From an optimization exercise on the open Yosys and OpenROAD flow, aimed at small area, a short achievable clock period and few clock cycles per item; shortcuts taken in it are not production practice.
Where RTL was checked, it was by simulation tests only, not by an equivalence proof against the original.

==> 09-16 <==
Design vrm_alu, start of the top module:
module vrm_alu (
    input  wire        clk,
    input  wire        rst,         
    input  wire        in_valid,
    output wire        in_ready,
    input  wire [2:0]  op,          
    input  wire [39:0] tmp,         
    input  wire [39:0] mem,         
    output reg         out_valid,
    output reg  [39:0] res,         
    output reg  [1:0]  status,      
    output reg  [1:0]  cmp          
);
Settings: LEC_CHECK=0, ABC_AREA=1, CAP_MARGIN=20, CORE_MARGIN=2, CORE_UTILIZATION=40, SLEW_MARGIN=20; clock period 12.0 ns.
standard.sh (not shown) runs the stock make flow with config.mk's settings and CLKGATE_MAP_FILE= SYNTH_SCRIPT=/design/flow/synth_recipe.tcl, a recipe that flattens the netlist after the stock synthesis.
==> flow/flow/run.sh <==
#!/bin/bash
set -euo pipefail
bash standard.sh SETUP_SLACK_MARGIN=6 finish > standard_make.log 2>&1
==> inputs of 07-18, as changes to 09-16 <==
--- a/flow/design.v
+++ b/flow/design.v
@@ -74,44 +74,25 @@
         weave = {h[19:16], n[19:16], h[15:12], n[15:12], h[11:8], n[11:8],
                  h[7:4], n[7:4], h[3:0], n[3:0]};
     endfunction
     function [39:0] ascii(input [19:0] n);
         ascii = weave(20'h33333, n);
     endfunction
+    function lead_lt4(input [19:0] n);
+        lead_lt4 = (n[19:16] != 0) ? ~(n[19] | n[18]) :
+                   (n[15:12] != 0) ? ~(n[15] | n[14]) :
+                   (n[11:8]  != 0) ? ~(n[11] | n[10]) :
+                   (n[7:4]   != 0) ? ~(n[7]  | n[6])  : ~(n[3] | n[2]);
+    endfunction
     function [2:0] lzd(input [19:0] n);
         lzd = (n[19:16] != 0) ? 3'd0 :
               (n[15:12] != 0) ? 3'd1 :
               (n[11:8]  != 0) ? 3'd2 :
               (n[7:4]   != 0) ? 3'd3 :
               (n[3:0]   != 0) ? 3'd4 : 3'd5;
     endfunction
-    function [23:0] dshl6(input [23:0] n, input [2:0] k);
-        case (k)
-            3'd0: dshl6 = n;
-            3'd1: dshl6 = {n[19:0], 4'd0};
-            3'd2: dshl6 = {n[15:0], 8'd0};
-            3'd3: dshl6 = {n[11:0], 12'd0};
-            default: dshl6 = {n[7:0], 16'd0};
-        endcase
-    endfunction
-    function [23:0] bcd_half(input [23:0] n);
-        integer i;
-        reg [3:0] d;
-        reg [2:0] f;
-        reg       odd;
-        begin
-            for (i = 0; i < 6; i = i + 1) begin
-                d   = n[i*4 +: 4];
-                f   = d[3:1];
-                odd = (i < 5) ? n[i*4 + 4] : 1'b0;
-                bcd_half[i*4 +: 4] = odd ? {f[2] | (f[1] & f[0]), ~f[2] & ~(f[1] & f[0]),
-                                            f[1] ^ f[0], ~f[0]}
-                                         : {1'b0, f};
-            end
-        end
-    endfunction
     function [19:0] dshl(input [19:0] n, input [2:0] k);
         case (k)
             3'd0: dshl = n;
             3'd1: dshl = {n[15:0], 4'd0};
             3'd2: dshl = {n[11:0], 8'd0};
             3'd3: dshl = {n[7:0], 12'd0};
@@ -122,25 +103,26 @@
     localparam S_A    = 2'd1;    
     localparam S_B    = 2'd2;    
     localparam S_C    = 2'd3;    
     localparam K_TMP  = 2'd0;    
     localparam K_ZERO = 2'd1;    
     localparam K_ADD  = 2'd2;    
+    localparam K_MLOV = 2'd3;    
     reg [1:0]  state;
     reg        v1;               
     reg [1:0]  kind;
     reg        sub_r;            
     reg [1:0]  st_r;
     reg [1:0]  cmp_r;
     reg        is_dv;
     reg        swap;             
     reg        first;
     reg        ovf;
     reg [2:0]  pos;              
     reg [19:0] q;                
-    reg [23:0] z;
+    reg [19:0] x;                
     reg [19:0] th;               
     wire [19:0] an = lo_nibs(tmp);
     wire [19:0] bn = lo_nibs(mem);
     wire a_num = is_digit(tmp[39:32]) & is_digit(tmp[31:24]) & is_digit(tmp[23:16]) &
                  is_digit(tmp[15:8])  & is_digit(tmp[7:0]);
     wire b_num = is_digit(mem[39:32]) & is_digit(mem[31:24]) & is_digit(mem[23:16]) &
@@ -201,127 +183,123 @@
             st_in = ST_OVF;
         end else if (!both_num) begin
             st_in = ST_NONNUM;
         end else if (op == OP_AD || op == OP_SB) begin
             kind_in = K_ADD;
         end else if (op == OP_ML) begin
-            if (ml_big)       st_in = ST_OVF;
+            if (ml_big)       begin kind_in = K_MLOV; st_in = ST_OVF; end
             else if (ml_zero) kind_in = K_ZERO;
             else              go_iter = 1'b1;
         end else begin
             if (lt) kind_in = (op == OP_DV) ? K_ZERO : K_TMP;
             else    go_iter = 1'b1;
         end
     end
-    wire        ml_it = (op == OP_ML) & both_num & ~ml_big & ~ml_zero;
-    wire [23:0] a2_in, a4_in, b2_in, b4_in;
-    vrm_bcd_dbl u_ia2 (.x({4'd0, an}), .y(a2_in));
-    vrm_bcd_dbl u_ia4 (.x(a2_in), .y(a4_in));
-    vrm_bcd_dbl u_ib2 (.x({4'd0, bn}), .y(b2_in));
-    vrm_bcd_dbl u_ib4 (.x(b2_in), .y(b4_in));
-    wire [23:0] z_in  = (op == OP_ML) ? (swap_in ? b4_in : a4_in) :
-                        is_divop ? dshl6(b4_in, kdiv) : {4'd0, bn};
-    wire [19:0] q_in  = ml_it ? 20'd0 : an;
+    wire        ml_num = (op == OP_ML) & both_num;
+    wire [19:0] x_in  = (op == OP_ML) ? (swap_in ? bn : an) : is_divop ? dshl(bn, kdiv) : bn;
+    wire [19:0] q_in  = ml_num ? 20'd0 : an;
     wire        swap_in = (lza > lzb);
-    wire [19:0] th_in = ml_it ? (swap_in ? an : bn) : hi_nibs(tmp);
+    wire [19:0] th_in = ml_num ? (swap_in ? an : bn) : hi_nibs(tmp);
     wire [2:0]  pos_in = (op == OP_ML) ? (swap_in ? nam1 : nbm1) : kdiv;
     wire        iter = (state != S_IDLE);
     wire        is_mul = ~sub_r;
-    wire [23:0] z2, z4;
-    vrm_bcd_dbl u_z2 (.x(z), .y(z2));
-    vrm_bcd_dbl u_z4 (.x(z2), .y(z4));
-    wire [23:0] zq  = bcd_half(bcd_half(z));        
-    wire [23:0] ea  = z2;                            
-    wire [23:0] eb  = z;                             
+    wire [23:0] x1  = {4'd0, x};
+    wire [23:0] x2, x4, x8;
+    vrm_bcd_dbl u_d2 (.x(x1), .y(x2));
+    vrm_bcd_dbl u_d4 (.x(x2), .y(x4));
+    vrm_bcd_dbl u_d8 (.x(x4), .y(x8));
+    wire [23:0] ea  = (state == S_A) ? x8 : x2;
+    wire [23:0] eb  = (state == S_A) ? x4 : x1;      
     wire [20:0] ua, ub;
     vrm_bcd_as u_ua (.p(q), .e(ea), .sub(sub_r), .r(ua));
     vrm_bcd_as u_ub (.p(q), .e(eb), .sub(sub_r), .r(ub));
     wire [3:0]  dig = (pos == 3'd0) ? th[3:0]   : (pos == 3'd1) ? th[7:4] :
                       (pos == 3'd2) ? th[11:8]  : (pos == 3'd3) ? th[15:12] : th[19:16];
-    wire        ta  = (state == S_C) ? 1'b0 :
+    wire        restart = first & sub_r & (state == S_B) & ge24({4'd0, q}, x4);
+    wire        ta  = (state == S_C) | restart ? 1'b0 :
                       sub_r ? ~ua[20] : ((state == S_A) ? dig[3] : dig[1]);
-    wire        tb  = sub_r ? ~ub[20] :
+    wire        tb  = restart ? 1'b0 : sub_r ? ~ub[20] :
                       ((state == S_A) ? dig[2] : (state == S_B) ? dig[0] : 1'b1);
     wire [19:0] sel = ta ? ua[19:0] : tb ? ub[19:0] : q;
     wire        sel_ovf = is_mul & ((ta & ua[20]) | (~ta & tb & ub[20]));
     wire        need_c = (state == S_B) & ta & (sub_r | dig[0]);
-    wire        q_lt_x  = ~ge24({4'd0, q}, zq);
+    wire        q_lt_x  = ~ge24({4'd0, q}, x1);
     wire        a_end   = (state == S_A) & (sub_r ? q_lt_x : ~(dig[1] | dig[0]));
-    wire        pos_end = (state == S_C) | ((state == S_B) & ~need_c) | a_end;
+    wire        pos_end = (state == S_C) | ((state == S_B) & ~need_c & ~restart) | a_end;
     wire [3:0]  dig_nx = (pos == 3'd1) ? th[3:0]  : (pos == 3'd2) ? th[7:4] :
                          (pos == 3'd3) ? th[11:8] : th[15:12];
     wire        nx_b   = ~sub_r & ~(dig_nx[3] | dig_nx[2]);
     wire        done    = pos_end & (pos == 3'd0);
     wire [19:0] qd_old = first ? 20'd0 : lo_nibs(res);
     wire [19:0] qd_new = (state == S_A) ? {qd_old[15:0], ta, ~ta & tb, 2'b00} :
                          (state == S_B) ? {qd_old[19:2], ta, ~ta & tb} :
                                           {qd_old[19:1], tb};
     wire        ovf_all = ovf | sel_ovf | (pos_end & (pos != 3'd0) & (sel[19:16] != 4'd0));
+    wire        q_lt_2x = ~ge24({4'd0, q}, x2);
     assign in_ready = (state == S_IDLE) |
                       ((pos == 3'd0) & ((state == S_C) |
-                                        ((state == S_B) & ~sub_r & ~(dig[1] & dig[0])) |
-                                        ((state == S_A) & ~sub_r & ~(dig[1] | dig[0]))));
+                                        ((state == S_B) & (sub_r ? q_lt_2x : ~(dig[1] & dig[0]))) |
+                                        ((state == S_A) & (sub_r ? q_lt_x  : ~(dig[1] | dig[0])))));
     wire accept = in_valid & in_ready;
     reg [39:0] res1;
     reg [1:0]  st1;
     always @(*) begin
         case (kind)
             K_ZERO: begin res1 = ascii(20'd0); st1 = ST_OK; end
+            K_MLOV: begin res1 = ml_tmp; st1 = ST_OVF; end
             K_ADD: begin
                 res1 = ub[20] ? weave(th, q) : ascii(ub[19:0]);
                 st1  = ub[20] ? ST_OVF : ST_OK;
             end
             default: begin res1 = weave(th, q); st1 = st_r; end
         endcase
     end
     wire        md_last = ~is_dv & (pos == 3'd0);
+    wire [39:0] ml_tmp = ascii(swap ? th : x);      
     wire [39:0] res_it = sub_r ? ascii(md_last ? sel : qd_new) :
-                         ovf_all ? ascii(swap ? th : ((state == S_A) ? zq[19:0] : z[19:0])) :
-                                   ascii(sel);
+                         ovf_all ? ml_tmp : ascii(sel);
     wire [1:0]  st_it  = (!sub_r & ovf_all) ? ST_OVF : ST_OK;
     always @(posedge clk) begin
         res    <= iter ? res_it : res1;
         status <= iter ? st_it  : st1;
         cmp    <= cmp_r;
         if (in_ready) begin
             q     <= q_in;
-            z     <= z_in;
+            x     <= x_in;
             th    <= th_in;
             pos   <= pos_in;
             kind  <= kind_in;
             st_r  <= st_in;
             cmp_r <= cmp_in;
             sub_r <= (op != OP_AD) & (op != OP_ML);
             is_dv <= (op == OP_DV);
             swap  <= swap_in;
             first <= 1'b1;
             ovf   <= 1'b0;
         end else begin
-            first <= 1'b0;
+            first <= restart;
             ovf   <= ovf_all;
             q     <= (pos_end & ~sub_r) ? {sel[15:0], 4'd0} : sel;
-            if (state == S_A)
-                z <= !a_end ? zq : sub_r ? {4'd0, z[23:4]} : nx_b ? zq : z;
-            else if (pos_end)
-                z <= sub_r ? {4'd0, z4[23:4]} : nx_b ? z : z4;
             if (pos_end) begin
                 pos <= pos - 3'd1;
+                if (sub_r) x <= {4'd0, x[19:4]};
             end
         end
         if (rst) begin
             state     <= S_IDLE;
             v1        <= 1'b0;
             out_valid <= 1'b0;
         end else begin
             out_valid <= v1 | (iter & done);
             v1        <= accept & ~go_iter;
             if (accept)
-                state <= go_iter ? S_A : S_IDLE;
+                state <= go_iter ? ((is_divop | (swap_in ? lead_lt4(an) : lead_lt4(bn))) ? S_B : S_A)
+                                 : S_IDLE;
             else if (!iter | done)
                 state <= S_IDLE;
-            else if (pos_end)
+            else if (pos_end | restart)
                 state <= nx_b ? S_B : S_A;
             else
                 state <= (state == S_A) ? S_B : S_C;
         end
     end
 endmodule
@@ -351,14 +329,12 @@
     input  wire [23:0] e,
     input  wire        sub,
     output wire [20:0] r
 );
     wire [4:0] gg, pp;           
     wire [5:0] c;                
-    wire [3:0] r0 [0:4];         
-    wire [3:0] r1 [0:4];         
     genvar i;
     generate
         for (i = 0; i < 5; i = i + 1) begin : g_d
             wire [3:0] ed = e[i*4 +: 4];
             wire [3:0] ea = {ed[3] ^ (ed[2] | ed[1]), ~(ed[2] ^ ed[1]), ~ed[1], ed[0]};
             wire [3:0] ee = sub ? ~ed : ea;
@@ -372,16 +348,14 @@
             wire j2 = gb[1] | (tb[1] & j1);
             wire j3 = gb[2] | (tb[2] & gb[1]) | (tb[2] & tb[1] & j1);
             wire [3:0] s0 = tb ^ {k3, k2, k1, 1'b0};
             wire [3:0] s1 = tb ^ {j3, j2, j1, 1'b1};
             assign gg[i] = gb[3] | (tb[3] & k3);
             assign pp[i] = &tb;
-            wire o1 = gg[i] | pp[i];
-            assign r0[i] = gg[i] ? s0 : {~(s0[3] ^ (s0[2] & s0[1])), s0[2] ^ s0[1], ~s0[1], s0[0]};
-            assign r1[i] = o1    ? s1 : {~(s1[3] ^ (s1[2] & s1[1])), s1[2] ^ s1[1], ~s1[1], s1[0]};
-            assign r[i*4 +: 4] = c[i] ? r1[i] : r0[i];
+            wire [3:0] s = c[i] ? s1 : s0;
+            assign r[i*4 +: 4] = c[i+1] ? s : {~(s[3] ^ (s[2] & s[1])), s[2] ^ s[1], ~s[1], s[0]};
         end
     endgenerate
     assign c[0] = sub;
     assign c[1] = gg[0] | (pp[0] & c[0]);
     assign c[2] = gg[1] | (pp[1] & gg[0]) | (pp[1] & pp[0] & c[0]);
     assign c[3] = gg[2] | (pp[2] & gg[1]) | (pp[2] & pp[1] & gg[0]) | (pp[2] & pp[1] & pp[0] & c[0]);
==> flow/flow/run.sh (replaced) <==
#!/bin/bash
set -euo pipefail
bash standard.sh SETUP_SLACK_MARGIN=6 "BUFFER_PORTS_ARGS=-buffer_cell sky130_fd_sc_hd__buf_2" finish > standard_make.log 2>&1
Settings changed: CTS_BUF_LIST set to sky130_fd_sc_hd__clkbuf_8.
==> inputs of 11-05, as changes to 09-16 <==
--- a/flow/design.v
+++ b/flow/design.v
@@ -81,37 +81,12 @@
         lzd = (n[19:16] != 0) ? 3'd0 :
               (n[15:12] != 0) ? 3'd1 :
               (n[11:8]  != 0) ? 3'd2 :
               (n[7:4]   != 0) ? 3'd3 :
               (n[3:0]   != 0) ? 3'd4 : 3'd5;
     endfunction
-    function [23:0] dshl6(input [23:0] n, input [2:0] k);
-        case (k)
-            3'd0: dshl6 = n;
-            3'd1: dshl6 = {n[19:0], 4'd0};
-            3'd2: dshl6 = {n[15:0], 8'd0};
-            3'd3: dshl6 = {n[11:0], 12'd0};
-            default: dshl6 = {n[7:0], 16'd0};
-        endcase
-    endfunction
-    function [23:0] bcd_half(input [23:0] n);
-        integer i;
-        reg [3:0] d;
-        reg [2:0] f;
-        reg       odd;
-        begin
-            for (i = 0; i < 6; i = i + 1) begin
-                d   = n[i*4 +: 4];
-                f   = d[3:1];
-                odd = (i < 5) ? n[i*4 + 4] : 1'b0;
-                bcd_half[i*4 +: 4] = odd ? {f[2] | (f[1] & f[0]), ~f[2] & ~(f[1] & f[0]),
-                                            f[1] ^ f[0], ~f[0]}
-                                         : {1'b0, f};
-            end
-        end
-    endfunction
     function [19:0] dshl(input [19:0] n, input [2:0] k);
         case (k)
             3'd0: dshl = n;
             3'd1: dshl = {n[15:0], 4'd0};
             3'd2: dshl = {n[11:0], 8'd0};
             3'd3: dshl = {n[7:0], 12'd0};
@@ -134,13 +109,13 @@
     reg        is_dv;
     reg        swap;             
     reg        first;
     reg        ovf;
     reg [2:0]  pos;              
     reg [19:0] q;                
-    reg [23:0] z;
+    reg [19:0] x;                
     reg [19:0] th;               
     wire [19:0] an = lo_nibs(tmp);
     wire [19:0] bn = lo_nibs(mem);
     wire a_num = is_digit(tmp[39:32]) & is_digit(tmp[31:24]) & is_digit(tmp[23:16]) &
                  is_digit(tmp[15:8])  & is_digit(tmp[7:0]);
     wire b_num = is_digit(mem[39:32]) & is_digit(mem[31:24]) & is_digit(mem[23:16]) &
@@ -210,44 +185,39 @@
         end else begin
             if (lt) kind_in = (op == OP_DV) ? K_ZERO : K_TMP;
             else    go_iter = 1'b1;
         end
     end
     wire        ml_it = (op == OP_ML) & both_num & ~ml_big & ~ml_zero;
-    wire [23:0] a2_in, a4_in, b2_in, b4_in;
-    vrm_bcd_dbl u_ia2 (.x({4'd0, an}), .y(a2_in));
-    vrm_bcd_dbl u_ia4 (.x(a2_in), .y(a4_in));
-    vrm_bcd_dbl u_ib2 (.x({4'd0, bn}), .y(b2_in));
-    vrm_bcd_dbl u_ib4 (.x(b2_in), .y(b4_in));
-    wire [23:0] z_in  = (op == OP_ML) ? (swap_in ? b4_in : a4_in) :
-                        is_divop ? dshl6(b4_in, kdiv) : {4'd0, bn};
+    wire [19:0] x_in  = (op == OP_ML) ? (swap_in ? bn : an) : is_divop ? dshl(bn, kdiv) : bn;
     wire [19:0] q_in  = ml_it ? 20'd0 : an;
     wire        swap_in = (lza > lzb);
     wire [19:0] th_in = ml_it ? (swap_in ? an : bn) : hi_nibs(tmp);
     wire [2:0]  pos_in = (op == OP_ML) ? (swap_in ? nam1 : nbm1) : kdiv;
     wire        iter = (state != S_IDLE);
     wire        is_mul = ~sub_r;
-    wire [23:0] z2, z4;
-    vrm_bcd_dbl u_z2 (.x(z), .y(z2));
-    vrm_bcd_dbl u_z4 (.x(z2), .y(z4));
-    wire [23:0] zq  = bcd_half(bcd_half(z));        
-    wire [23:0] ea  = z2;                            
-    wire [23:0] eb  = z;                             
+    wire [23:0] x1  = {4'd0, x};
+    wire [23:0] x2, x4, x8;
+    vrm_bcd_dbl u_d2 (.x(x1), .y(x2));
+    vrm_bcd_dbl u_d4 (.x(x2), .y(x4));
+    vrm_bcd_dbl u_d8 (.x(x4), .y(x8));
+    wire [23:0] ea  = !iter ? x1 : (state == S_A) ? x8 : x2;
+    wire [23:0] eb  = (state == S_A) ? x4 : x1;
     wire [20:0] ua, ub;
     vrm_bcd_as u_ua (.p(q), .e(ea), .sub(sub_r), .r(ua));
     vrm_bcd_as u_ub (.p(q), .e(eb), .sub(sub_r), .r(ub));
     wire [3:0]  dig = (pos == 3'd0) ? th[3:0]   : (pos == 3'd1) ? th[7:4] :
                       (pos == 3'd2) ? th[11:8]  : (pos == 3'd3) ? th[15:12] : th[19:16];
     wire        ta  = (state == S_C) ? 1'b0 :
                       sub_r ? ~ua[20] : ((state == S_A) ? dig[3] : dig[1]);
     wire        tb  = sub_r ? ~ub[20] :
                       ((state == S_A) ? dig[2] : (state == S_B) ? dig[0] : 1'b1);
     wire [19:0] sel = ta ? ua[19:0] : tb ? ub[19:0] : q;
     wire        sel_ovf = is_mul & ((ta & ua[20]) | (~ta & tb & ub[20]));
     wire        need_c = (state == S_B) & ta & (sub_r | dig[0]);
-    wire        q_lt_x  = ~ge24({4'd0, q}, zq);
+    wire        q_lt_x  = ~ge24({4'd0, q}, x1);
     wire        a_end   = (state == S_A) & (sub_r ? q_lt_x : ~(dig[1] | dig[0]));
     wire        pos_end = (state == S_C) | ((state == S_B) & ~need_c) | a_end;
     wire [3:0]  dig_nx = (pos == 3'd1) ? th[3:0]  : (pos == 3'd2) ? th[7:4] :
                          (pos == 3'd3) ? th[11:8] : th[15:12];
     wire        nx_b   = ~sub_r & ~(dig_nx[3] | dig_nx[2]);
     wire        done    = pos_end & (pos == 3'd0);
@@ -264,30 +234,29 @@
     reg [39:0] res1;
     reg [1:0]  st1;
     always @(*) begin
         case (kind)
             K_ZERO: begin res1 = ascii(20'd0); st1 = ST_OK; end
             K_ADD: begin
-                res1 = ub[20] ? weave(th, q) : ascii(ub[19:0]);
-                st1  = ub[20] ? ST_OVF : ST_OK;
+                res1 = ua[20] ? weave(th, q) : ascii(ua[19:0]);
+                st1  = ua[20] ? ST_OVF : ST_OK;
             end
             default: begin res1 = weave(th, q); st1 = st_r; end
         endcase
     end
     wire        md_last = ~is_dv & (pos == 3'd0);
     wire [39:0] res_it = sub_r ? ascii(md_last ? sel : qd_new) :
-                         ovf_all ? ascii(swap ? th : ((state == S_A) ? zq[19:0] : z[19:0])) :
-                                   ascii(sel);
+                         ovf_all ? ascii(swap ? th : x) : ascii(sel);
     wire [1:0]  st_it  = (!sub_r & ovf_all) ? ST_OVF : ST_OK;
     always @(posedge clk) begin
         res    <= iter ? res_it : res1;
         status <= iter ? st_it  : st1;
         cmp    <= cmp_r;
         if (in_ready) begin
             q     <= q_in;
-            z     <= z_in;
+            x     <= x_in;
             th    <= th_in;
             pos   <= pos_in;
             kind  <= kind_in;
             st_r  <= st_in;
             cmp_r <= cmp_in;
             sub_r <= (op != OP_AD) & (op != OP_ML);
@@ -296,18 +265,15 @@
             first <= 1'b1;
             ovf   <= 1'b0;
         end else begin
             first <= 1'b0;
             ovf   <= ovf_all;
             q     <= (pos_end & ~sub_r) ? {sel[15:0], 4'd0} : sel;
-            if (state == S_A)
-                z <= !a_end ? zq : sub_r ? {4'd0, z[23:4]} : nx_b ? zq : z;
-            else if (pos_end)
-                z <= sub_r ? {4'd0, z4[23:4]} : nx_b ? z : z4;
             if (pos_end) begin
                 pos <= pos - 3'd1;
+                if (sub_r) x <= {4'd0, x[19:4]};
             end
         end
         if (rst) begin
             state     <= S_IDLE;
             v1        <= 1'b0;
             out_valid <= 1'b0;
==> flow/run.sh (new file) <==
#!/bin/bash
# synth_recipe.tcl (not shown) runs the flow's synth.tcl, then flattens the netlist and writes it again
# the make line also repeats each setting of config.mk as NAME=value (left out here)
make -C /OpenROAD-flow-scripts/flow DESIGN_CONFIG=/design/flow/config.mk WORK_HOME=/design/flow/orfs CLKGATE_MAP_FILE= SYNTH_SCRIPT=/design/flow/synth_recipe.tcl finish
Settings changed: SETUP_SLACK_MARGIN set to 5.
removed: flow/flow/run.sh
removed: flow/standard.sh
==> summary of the runs <==
Clock skew: 07-18 > 09-16 > 11-05. Area after synthesis: 07-18 < 11-05 < 09-16. Of 09-16 and 11-05, 11-05 has the higher first-iteration DRC count (gap about 2%, measured against 11-05). In flip-flop and latch count, 11-05 and 07-18 do not differ. In 11-05 the synthesized cell count is lower than in 09-16, by 17%. The highest hold slack belongs to 07-18, the lowest to 09-16. Fmax: 11-05 is smaller than 07-18 (about 9%).
==> figures <==
| item | 11-05 | 07-18 | 09-16 |
|---|---|---|---|
| Wire per inst | 21.61 um | 21.97 um | 21.86 um |
| Syn Inst Count | 2312 | 2310 | 2797 |
| Worst-path fanout max | 33 | 5 | 27 |
| Area share of xor/xnor cells in the synthesized design | 4.835% | 3.767% | 3.910% |
| Number of cells on the critical path | 36 | 19 | 14 |
| Layout clock buffers | 17 | 18 | 17 |
| Unrepaired setup endpoints after global routing | no | yes | no |
| Outcome | finished clean | finished clean | finished clean |
| Mux cell area share after synthesis | 0.4194% | 0.2897% | 0.2404% |
| Amount of wire on met2 after detailed routing | 27770 um | 29150 um | 33780 um |
| Final #Nets | 2663 | 2727 | 3176 |
| Non-clock inverter count | 331 | 301 | 420 |
| Die span in y | 199.0 um | 198.4 um | 214.3 um |
| Post-Syn Area per Cell | 6.581 sq um | 6.543 sq um | 6.326 sq um |
| Post-synthesis net count | 2577 | 2580 | 3097 |
| Clock network contribution to total cell area | 3.404% | 2.359% | 3.015% |
| Placed Area | 16970 sq um | 16190 sq um | 19480 sq um |
| Via density per instance | 5.760 | 5.899 | 5.819 |
Testbench counts of 07-18, summed over its fixed seeds: cycles 7,696, ops 4,800.
Testbench counts of 11-05, summed over its fixed seeds: cycles 8,499, ops 4,800.
The RTL of 09-16 was laid out without a check of its function.

## separate check: timing with driven ports
How much do the figures lean on ideal ports? The routed layouts below were timed once more, with nothing changed but the port constraints. Step 1 assumes that a clkbuf_16 drives the clock port and a buf_2 every other input. Step 2, shift: input delay + t, output delay - t, t = (earliest + latest rising clock arrival at the registers) / 2. This alone moves slack from input paths to output paths. Three values: ideal ports, drivers, drivers and shift; two values: the first two.
| run | shift t [ns] | slack for setup (ns) | worst setup path after step 2 | slew at the worst register clock pin (ns) |
|---|---|---|---|---|
| 09-16 | 0.508 | 6.182 / 6.132 / 5.719 | input to register | 0.08 / 0.08 |
| 07-18 | 0.530 | 6.099 / 6.056 / 5.712 | input to register | 0.10 / 0.10 |
| 11-05 | 0.481 | 5.498 / 5.498 / 5.498 | register to register | 0.07 / 0.07 |
After both steps every run listed still meets setup and hold. The setup slack of 09-16, which loses most, moves by -0.050 ns with the drivers and by -0.463 ns with both steps.
